Context: an optimization exercise on an open-source flow, tuned for small area, a short achievable clock period and few clock cycles. The choices shown serve that exercise and are no tape-out recipe.
Function was checked by simulation only, so behaviour that the tests miss may differ from the original.

## flow/design.v (module list and top-level ports; edited modules follow where they fit)
// module fp_mul: 131 lines
// module mul53_tree: 9380 lines
// module fp_add: 130 lines
// module fp_sqrt: 232 lines
// module sdft_cau: 149 lines
module sdft_cau (
    input  wire        clk,
    input  wire        rst,
    input  wire        in_valid,
    output reg         in_ready,
    input  wire [1:0]  in_op,       
    input  wire [63:0] in_a_re,
    input  wire [63:0] in_a_im,
    input  wire [63:0] in_b_re,
    input  wire [63:0] in_b_im,
    output reg         out_valid,
    output reg  [63:0] out_re,
    output reg  [63:0] out_im
);
  // ...
==> flow/run.sh <==
#!/bin/bash
# synth_recipe.tcl (not shown) runs the flow's synth.tcl, then flattens the netlist and writes it again
# the make line also repeats each setting of config.mk as NAME=value (left out here)
make -C /OpenROAD-flow-scripts/flow DESIGN_CONFIG=/design/flow/config.mk WORK_HOME=/design/flow/orfs CLKGATE_MAP_FILE= SYNTH_SCRIPT=/design/flow/synth_recipe.tcl finish
==> flow/config.mk <==
export PLATFORM = sky130hd
export DESIGN_NAME = sdft_cau
export DESIGN_NICKNAME = sdft_cau
export VERILOG_FILES = /design/flow/design.v
export SDC_FILE = /design/flow/constraint.sdc
export NUM_CORES = 4
export LEC_CHECK = 0
export ABC_AREA = 1
export CAP_MARGIN = 20
export CORE_MARGIN = 2
export CORE_UTILIZATION = 35
export PLACE_DENSITY = 0.45
export SLEW_MARGIN = 20
==> flow/constraint.sdc <==
create_clock -name core_clock -period 20.0 [get_ports {clk}]
set_input_delay 4.0000 -clock core_clock [delete_from_list [all_inputs] [get_ports {clk}]]
set_output_delay 4.0000 -clock core_clock [all_outputs]
set_load 0.01 [all_outputs]
==> run_results.csv, run 1 <==
group,metric,value,unit
drt,top_layer,"met5",
logic_synthesis,synth_top_area_share,16.5,%
global_routing,met2_usage,53.8,%
logic_synthesis,synth-xor-area-share,7.58,%
layout,multi_input_area_share,53.9,%
drt,first_iter_violations,20900,
setup_path,crit_path_end_kind,"flop",
setup_path,cp_max_fo,63,
layout,nFillCells,60100,
setup_path,startpoint_type,"flop",
logic_synthesis,synth_edf_count,1123,
layout,multi_input_cells,17700,
layout,drive_above_1_share,6.24,%
placement,dp.cells,32400,
layout,reg.largest.list,"nq_im x384, nq_re x384, gq x128",
floorplanning,io_pins,391,
sta,slew_viol_final,0,
global_routing,grt_use_met1,41.4,%
setup_path,worst_path_largest_cell_delay,0.74,ns
setup_path,r2r_slack,12.48,ns
sta,finalCriticalPeriod,7.52,ns
cts,cts-resized-gates,0,
run_status,status,"timing/DRC/antenna clean",
sta,relSlewSlack,13.9,%
cts,clk_pin_slew,0.06,ns
Testbench counts, summed over its fixed seeds: cycles 25,013.
==> module fp_sqrt, before the edit <==
module fp_sqrt #(
    parameter K     = 4,     
    parameter FIRST = 2,     
    parameter NI    = 13     
) (
    input  wire        clk,
    input  wire        rst,
    input  wire        start,
    input  wire [63:0] a_in,
    output wire        done,
    output reg  [63:0] y
);
    reg [63:0] a;
    reg        s0;           
    always @(posedge clk) begin
        if (start) a <= a_in;
    end
    wire [10:0] ea = a[62:52];
    wire [51:0] fa = a[51:0];
    function [6:0] lzc64;
        input [63:0] x;
        reg   [31:0] v1; reg [31:0] c1;
        reg   [15:0] v2; reg [31:0] c2;
        reg   [7:0]  v3; reg [23:0] c3;
        reg   [3:0]  v4; reg [15:0] c4;
        reg   [1:0]  v5; reg [9:0]  c5;
        reg          v6; reg [5:0]  c6;
        integer n;
        begin
            for (n = 0; n < 32; n = n + 1) begin
                v1[n] = x[2*n+1] | x[2*n];
                c1[n] = ~x[2*n+1];
            end
            for (n = 0; n < 16; n = n + 1) begin
                v2[n] = v1[2*n+1] | v1[2*n];
                c2[2*n +: 2] = v1[2*n+1] ? {1'b0, c1[2*n+1]} : {1'b1, c1[2*n]};
            end
            for (n = 0; n < 8; n = n + 1) begin
                v3[n] = v2[2*n+1] | v2[2*n];
                c3[3*n +: 3] = v2[2*n+1] ? {1'b0, c2[2*(2*n+1) +: 2]} : {1'b1, c2[2*(2*n) +: 2]};
            end
            for (n = 0; n < 4; n = n + 1) begin
                v4[n] = v3[2*n+1] | v3[2*n];
                c4[4*n +: 4] = v3[2*n+1] ? {1'b0, c3[3*(2*n+1) +: 3]} : {1'b1, c3[3*(2*n) +: 3]};
            end
            for (n = 0; n < 2; n = n + 1) begin
                v5[n] = v4[2*n+1] | v4[2*n];
                c5[5*n +: 5] = v4[2*n+1] ? {1'b0, c4[4*(2*n+1) +: 4]} : {1'b1, c4[4*(2*n) +: 4]};
            end
            v6 = v5[1] | v5[0];
            c6 = v5[1] ? {1'b0, c5[9:5]} : {1'b1, c5[4:0]};
            lzc64 = v6 ? {1'b0, c6} : 7'd64;
        end
    endfunction
    wire [6:0] lz7 = lzc64({ea != 11'd0, fa, 11'h7ff});
    wire [5:0] lz  = lz7[5:0];
    wire [52:0] m_norm = {ea != 11'd0, fa} << lz;
    wire signed [12:0] e_unb = (ea == 11'd0) ? (-13'sd1022 - $signed({7'd0, lz}))
                                             : ($signed({2'b00, ea}) - 13'sd1023);
    wire        odd   = e_unb[0];
    wire [53:0] rad   = odd ? {m_norm, 1'b0} : {1'b0, m_norm};
    wire signed [12:0] e_even = odd ? (e_unb - 13'sd1) : e_unb;
    wire signed [12:0] e_res  = (e_even >>> 1) + 13'sd1023;
    wire        sp_nan  = (ea == 11'h7ff && fa != 52'd0) ||
                          (a[63] && !(ea == 11'd0 && fa == 52'd0));
    wire        sp_pass = (ea == 11'd0 && fa == 52'd0) || (ea == 11'h7ff);   
    reg [FIRST+2:0] r0;      
    reg [FIRST-1:0] q0;      
    reg [FIRST+2:0] rs, tr;
    integer f;
    always @* begin
        r0 = 0;
        q0 = 0;
        for (f = 0; f < FIRST; f = f + 1) begin
            rs = {r0[FIRST:0], rad[53 - 2*f], rad[52 - 2*f]};
            tr = {q0, 2'b01};
            if (rs >= tr) begin
                r0 = rs - tr;
                q0 = {q0[FIRST-2:0], 1'b1};
            end else begin
                r0 = rs;
                q0 = {q0[FIRST-2:0], 1'b0};
            end
        end
    end
    localparam WW = 59;
    wire [WW-1:0] w_init  = ({{(WW-FIRST-3){1'b0}}, r0} << (55 - FIRST)) |
                            ({{(WW-54){1'b0}}, rad} & ~({WW{1'b1}} << (54 - 2*FIRST))) << (1 + FIRST);
    wire [54:0]   s_init  = {{(55-FIRST){1'b0}}, q0} << (54 - FIRST);
    wire [54:0]   sm_init = {{(55-FIRST){1'b0}}, q0 - {{(FIRST-1){1'b0}}, 1'b1}} << (54 - FIRST);
    wire [WW-1:0] p_init  = {{(WW-1){1'b0}}, 1'b1} << (54 - FIRST);
    function [1:0] dig;
        input [4:0] est;
        begin
            dig = {!est[4], est[4] && (est != 5'b11111)};
        end
    endfunction
    function [WW-1:0] addend;
        input          up, dn;
        input [54:0]   s, sm;
        input [WW-1:0] p;                   
        begin
            addend = up ? ~({2'b00, s, 2'b00} | p) :
                     dn ? ({2'b00, sm, 2'b00} | p | {p[WW-2:0], 1'b0}) : {WW{1'b0}};
        end
    endfunction
    function [1:0] next_dig;
        input          up, dn;
        input [WW-1:0] ws, wc;
        input [54:0]   s, sm;
        input [WW-1:0] p;
        reg   [WW-1:0] fv;
        reg   [4:0]    ts, tc;
        begin
            fv = addend(up, dn, s, sm, p);
            ts = ws[56:52] ^ wc[56:52] ^ fv[57:53];
            tc = (ws[55:51] & wc[55:51]) | (ws[55:51] & fv[56:52]) | (wc[55:51] & fv[56:52]);
            next_dig = dig(ts + tc);
        end
    endfunction
    function [WW+WW+55+55+WW-1:0] srt;     
        input          up, dn;
        input [WW-1:0] ws, wc;
        input [54:0]   s, sm;
        input [WW-1:0] p;
        reg   [WW-1:0] x1, x2, fv, sum, cy;
        reg   [54:0]   pb;
        begin
            x1  = {ws[WW-2:0], 1'b0};
            x2  = {wc[WW-2:0], 1'b0};
            fv  = addend(up, dn, s, sm, p);
            sum = x1 ^ x2 ^ fv;
            cy  = {((x1 & x2) | (x1 & fv) | (x2 & fv)), 1'b0} | {{(WW-1){1'b0}}, up};
            pb  = p[55:1];
            srt = {sum, cy,
                   up ? (s | pb) : dn ? (sm | pb) : s,
                   up ? s : dn ? sm : (sm | pb),
                   {1'b0, p[WW-1:1]}};
        end
    endfunction
    reg  [WW-1:0] ws, wc, p;
    reg  [54:0]   sr, smr;
    reg  [10:0]   eres;
    reg           sp;
    reg  [63:0]   spv;
    reg  [5:0]    cnt;
    reg           busy;
    reg  [1:0]    dreg;
    reg  [1:0]    dl;
    reg           pend;
    reg  [8:0]    s_top, sm_top;
    wire [54:0]   pbl = p[54:0];
    wire [54:0]   s_cur  = !pend ? sr  : dl[1] ? (sr | pbl)  : dl[0] ? (smr | pbl) : sr;
    wire [54:0]   sm_cur = !pend ? smr : dl[1] ? sr          : dl[0] ? smr         : (smr | pbl);
    reg  [WW+WW+55+55+WW-1:0] st1;
    reg  [WW+WW+55+55+WW-1:0] stl;       
    reg  [WW+WW+55+55+WW-1:0] stc;
    reg  [1:0] d, dlast, dp, d0, dm;
    integer k;
    always @* begin
        st1   = {ws, wc, s_cur, sm_cur, p};
        stl   = st1;
        d     = dreg;
        dlast = dreg;
        for (k = 0; k < K; k = k + 1) begin
            stc = st1;
            if (k == 0) begin
                stc[55+55+WW-1:55+WW] = {s_top,  st1[55+46+WW-1:55+WW]};
                stc[55+WW-1:WW]       = {sm_top, st1[46+WW-1:WW]};
            end
            dp = next_dig(1'b1, 1'b0, stc[WW+WW+55+55+WW-1:WW+55+55+WW], stc[WW+55+55+WW-1:55+55+WW],
                          stc[55+55+WW-1:55+WW], stc[55+WW-1:WW], stc[WW-1:0]);
            d0 = next_dig(1'b0, 1'b0, stc[WW+WW+55+55+WW-1:WW+55+55+WW], stc[WW+55+55+WW-1:55+55+WW],
                          stc[55+55+WW-1:55+WW], stc[55+WW-1:WW], stc[WW-1:0]);
            dm = next_dig(1'b0, 1'b1, stc[WW+WW+55+55+WW-1:WW+55+55+WW], stc[WW+55+55+WW-1:55+55+WW],
                          stc[55+55+WW-1:55+WW], stc[55+WW-1:WW], stc[WW-1:0]);
            stl   = st1;
            dlast = d;
            st1 = srt(d[1], d[0], stc[WW+WW+55+55+WW-1:WW+55+55+WW], stc[WW+55+55+WW-1:55+55+WW],
                      stc[55+55+WW-1:55+WW], stc[55+WW-1:WW], stc[WW-1:0]);
            d = d[1] ? dp : d[0] ? dm : d0;
        end
    end
    always @(posedge clk) begin
        if (rst) begin
            s0   <= 1'b0;
            busy <= 1'b0;
        end else begin
            s0 <= start;
            if (s0) begin
                busy <= 1'b1;
                cnt  <= 6'd0;
            end else if (busy && cnt == NI) begin
                busy <= 1'b0;
            end else if (busy) begin
                cnt <= cnt + 6'd1;
            end
        end
        if (s0) begin
            ws   <= w_init;
            wc   <= {WW{1'b0}};
            sr   <= s_init;
            smr  <= sm_init;
            p    <= p_init;
            dreg   <= dig(w_init[57:53]);
            pend   <= 1'b0;
            s_top  <= s_init[54:46];
            sm_top <= sm_init[54:46];
            eres <= e_res[10:0];
            sp   <= sp_nan | sp_pass;
            spv  <= sp_nan ? 64'h7ff8_0000_0000_0000 : a;
        end else if (busy && cnt != NI) begin
            ws   <= st1[WW+WW+55+55+WW-1:WW+55+55+WW];
            wc   <= st1[WW+55+55+WW-1:55+55+WW];
            sr   <= stl[55+55+WW-1:55+WW];
            smr  <= stl[55+WW-1:WW];
            p    <= st1[WW-1:0];
            dreg   <= d;
            dl     <= dlast;
            pend   <= 1'b1;
            s_top  <= st1[55+55+WW-1:46+55+WW];
            sm_top <= st1[55+WW-1:46+WW];
        end
    end
    assign done = busy && cnt == NI;
    wire [WW-1:0] wsum = ws + wc;
    wire [54:0] q  = wsum[WW-1] ? sm_cur : s_cur;
    wire [62:0] pk = {eres, q[52:1]} + {62'd0, q[0]};
    always @* begin
        y = sp ? spv : {1'b0, pk};
    end
endmodule
==> run 2: changes to the inputs <==
--- a/flow/design.v
+++ b/flow/design.v
@@ -9760,7 +9760,7 @@
         end
     endfunction
     function [WW+WW+55+55+WW-1:0] srt;     
-        input          up, dn;
+        input          up, dn, nu, nd;
         input [WW-1:0] ws, wc;
         input [54:0]   s, sm;
         input [WW-1:0] p;
@@ -9774,8 +9774,8 @@
             cy  = {((x1 & x2) | (x1 & fv) | (x2 & fv)), 1'b0} | {{(WW-1){1'b0}}, up};
             pb  = p[55:1];
             srt = {sum, cy,
-                   up ? (s | pb) : dn ? (sm | pb) : s,
-                   up ? s : dn ? sm : (sm | pb),
+                   !nu ? (s | pb) : !nd ? (sm | pb) : s,
+                   !nu ? s : !nd ? sm : (sm | pb),
                    {1'b0, p[WW-1:1]}};
         end
     endfunction
@@ -9786,7 +9786,7 @@
     reg  [63:0]   spv;
     reg  [5:0]    cnt;
     reg           busy;
-    reg  [1:0]    dreg;
+    reg  [1:0]    dreg, dr2;
     reg  [1:0]    dl;
     reg           pend;
     reg  [8:0]    s_top, sm_top;
@@ -9817,7 +9817,8 @@
                           stc[55+55+WW-1:55+WW], stc[55+WW-1:WW], stc[WW-1:0]);
             stl   = st1;
             dlast = d;
-            st1 = srt(d[1], d[0], stc[WW+WW+55+55+WW-1:WW+55+55+WW], stc[WW+55+55+WW-1:55+55+WW],
+            st1 = srt(d[1], d[0], (k == 0) ? dr2[1] : !d[1], (k == 0) ? dr2[0] : !d[0],
+                      stc[WW+WW+55+55+WW-1:WW+55+55+WW], stc[WW+55+55+WW-1:55+55+WW],
                       stc[55+55+WW-1:55+WW], stc[55+WW-1:WW], stc[WW-1:0]);
             d = d[1] ? dp : d[0] ? dm : d0;
         end
@@ -9844,6 +9845,7 @@
             smr  <= sm_init;
             p    <= p_init;
             dreg   <= dig(w_init[57:53]);
+            dr2    <= ~dig(w_init[57:53]);
             pend   <= 1'b0;
             s_top  <= s_init[54:46];
             sm_top <= sm_init[54:46];
@@ -9857,6 +9859,7 @@
             smr  <= stl[55+WW-1:WW];
             p    <= st1[WW-1:0];
             dreg   <= d;
+            dr2    <= ~d;
             dl     <= dlast;
             pend   <= 1'b1;
             s_top  <= st1[55+55+WW-1:46+55+WW];
==> run_results.csv, run 2 <==
group,metric,value,unit
cts,clock_path_buffers,4,
cts,postCtsSetupBuffers,0,
placement,gp_congestion,1.01,
sta,final-hold-violation-count,0,
floorplanning,core_area,582000,um^2
drt,ant_nets,0,
layout,fin_nets,27500,
floorplanning,die_w,769,um
logic_synthesis,ys_ff_latch,2579,
placement,dpl_cell_area,216000,um^2
setup_path,startpoint,"u_sqrt.dreg[1]$_DFFE_PP_",
global_routing,grt_overflow,0,
cts,clk_pin_slew,0.06,ns
drt,drt_wl_total,1030000,um
drt,top_layer,"met5",
layout,register_area,63000,um^2
layout,reg.largest.list,"nq_im x384, nq_re x384, gq x128",
global_routing,grt_pass1_wl,1440000,um
floorplanning,io_pins,391,
cts,clk_latency,1.06,ns
drt,drc,0,
logic_synthesis,synth_common_cells,"nand2_1, inv_1, nor2_1",
layout,final_common_cell,"nand2_1",
sta,rsz0062_at_grt,"false",
cts,cts-resized-gates,0,
global_routing,antenna_found_initial,78,
sta,worstMarginPinSlew,1.35,ns
cts,cts_root_buf,"clkbuf_16",
setup_path,r2r-start,"u_sqrt.dreg[1]$_DFFE_PP_",
global_routing,grt_max_degree,195,
layout,layout_common_cells,"nand2_1, inv_1, nor2_1, o21ai_0, xor2_1",
drt,met2_wirelength,456000,um
drt,first_pass_iters,7,
sta,relSlewSlack,9.68,%
setup_path,worstPathRequired,20.66,ns
cts,cts_max_level,5,
logic_synthesis,synthArstFlopShare,0,%
layout,stdcell_area,227000,um^2
logic_synthesis,syn_nets,27900,
drt,via_per_inst,5.70,
logic_synthesis,synth_flop_cell,"dfxtp_1",
sta,clock_skew,0.101,ns
logic_synthesis,synth_top_area_share,16.5,%
floorplanning,std_cell_rows,280,
min_path,worstHoldStart,"u_add.a2_spec$_DFF_P_",
layout,nFillCells,60500,
logic_synthesis,synth_largest_area_cell,"edfxtp_1",
floorplanning,dieArea,591000,um^2
logic_synthesis,syn_inst,25600,
drt,route.met3.wl,92700,um
logic_synthesis,syn_area,205000,um^2
floorplanning,die-height,769,um
layout,drive_above_1_share,6.02,%
logic_synthesis,synth_cell_types,93,
logic_synthesis,synth.avg_cell_area,8.00,um^2
job,drv_cap,0,
drt,met1_length,410000,um
sta,slew_viol_final,0,
cts,hold_buffers,0,
drt,first_iter_violations,21400,
logic_synthesis,seq_area_frac_synth,30.7,%
layout,synthToLayoutAreaGrowth,10.9,%
sta,holdWs,0.327,ns
drt,routedWlPerCell,31.1,um
sta,post-route-period-util,36.7,%
cts,cts_tree,"done",
cts,cts_buffers,318,
global_routing,grt_util_all_layers,33.8,%
setup_path,crit_type,"flop to flop",
placement,dpl.hpwl,754000,um
placement,port-buffer-count,390,
logic_synthesis,ys_warn_count,5,
cts,cts.sinks,2579,
sta,setup_tns,0,ns
layout,multi_input_area,122000,um^2
setup_path,cp_max_fo,46,
sta,fmax,136,MHz
logic_synthesis,synth_edf_count,1125,
drt,vias,190000,
sta,final-setup-viol-count,0,
layout,fin_util,39.0,%
global_routing,grt_pass1_vias,185000,
setup_path,startpoint_type,"flop",
setup_path,arrival,7.99,ns
run_status,status,"timing/DRC/antenna clean",
logic_synthesis,yosys.cell_count.top_type,"nand2_1",
floorplanning,start_util,35.2,%
min_path,hold_path.class,"flop to flop",
logic_synthesis,synth_area_leaders,"edfxtp_1, fa_1, dfxtp_1",
sta,finalCriticalPeriod,7.33,ns
setup_path,crit_path_end_kind,"flop",
run 2: cell count changes after synthesis, moves of 20 or more:
cell,previous run,this run
a21oi_1,847,757
a31oi_1,164,184
clkbuf_1,1090,1128
inv_1,3293,3422
mux2i_1,279,209
nand2_1,4817,4840
nand3_2,32,10
nor2_1,1620,1816
nor3_1,158,110
o21bai_1,32,54
o32ai_1,3,99
run 2: cells by family (layout without fill, tap and decap cells):
| family | Yosys count | count (layout) | synth area share, % |
|---|---|---|---|
| simple gates | 8334 | 8334 | 16.8 |
| compound gates | 5423 | 5423 | 15.8 |
| buf+inv | 5163 | 5016 | 9.77 |
| flops | 2579 | 2579 | 30.7 |
| fa+ha+maj | 2093 | 2093 | 18.3 |
| xor+xnor | 1776 | 1776 | 7.60 |
| mux | 213 | 213 | 1.04 |
| other cells | 0 | 51 | 0 |
run 2: final timing paths:
kind                                           endpoint  slack [ns]  cells past startpoint
worst min register to register    u_add.a3_spec$_DFF_P_        0.33                      0
worst max register to register  u_sqrt.ws[13]$_DFFE_PP_       12.67                     23
worst max-delay path            u_sqrt.ws[13]$_DFFE_PP_       12.67                     23
worst min-delay path              u_add.a3_spec$_DFF_P_        0.33                      0
run 2: critical path, stage by stage (launching register included):
cell and delay (ns):
edfxtp_1 0.64, inv_2 0.32, buf_4 0.70, nand2_4 0.28, o22ai_1 0.25, fa_1 0.30, inv_1 0.13, fa_1 0.56
inv_1 0.05, ha_1 0.20, fa_1 0.39, nand2_1 0.10, nand2_1 0.06, a21oi_1 0.15, xor2_1 0.19, xor2_1 0.20
nand2_1 0.09, nand2_2 0.12, clkinv_1 0.70, buf_4 0.56, a32o_1 0.33, fa_1 0.44, nand2_1 0.08, o221ai_1 0.12
run 2: area by class of cell:
class / count / area share, %
Antenna cell: 51 / 0.0562
Clock buffer: 444 / 4.01
Clock inverter: 146 / 0.792
Inverter: 3564 / 5.92
Multi-Input combinational cell: 17800 / 53.9
Sequential cell: 2579 / 27.7
Tap cell: 7755 / 4.27
Timing Repair Buffer: 862 / 3.30
run 2: per-stage QoR:
step,cells,worst slack (ns)
2_1_floorplan,25600,14.26
3_3_place_gp,32600,12.83
3_5_place_dp,32600,12.66
4_1_cts,33200,12.65
5_1_grt,33200,12.18
6_report,33200,12.67
run 2: metal layers:
metal  global-route usage, %  up-vias
met2                    53.2    10300
met1                    42.5    92600
met5                   0.308        -
met4                    19.3       40
met3                    8.13     3008
li1                        -    83500
Testbench counts of run 2, summed over its fixed seeds: cycles 25,013.

re-timing with driven ports:
The flow's constraints put no driver on any port. The routed layouts listed below were extracted and timed again, unchanged, in two steps. Step 1, drivers: a clkbuf_16 drives clk and a buf_2 each remaining input, both assumed. Step 2 moves the port delays by t, midway between the first and last clock arrival at a register: inputs arrive t later, outputs are due t later. That takes back most of the time a late clock gives input paths. Slacks: no drivers / after step 1 / after step 2; pairs: no drivers / after step 1.
run	t (ns)	setup WS [ns]	slew at the worst register clock pin (ns)	worst slew at a driven data input, ns	cell pins on the clock port's net
run 1	1.124	12.483 / 12.483 / 12.483	0.07 / 0.07	0.35	1
run 2	1.131	12.666 / 12.666 / 12.666	0.08 / 0.08	0.20	1
After both steps setup and hold are still met in every run listed.
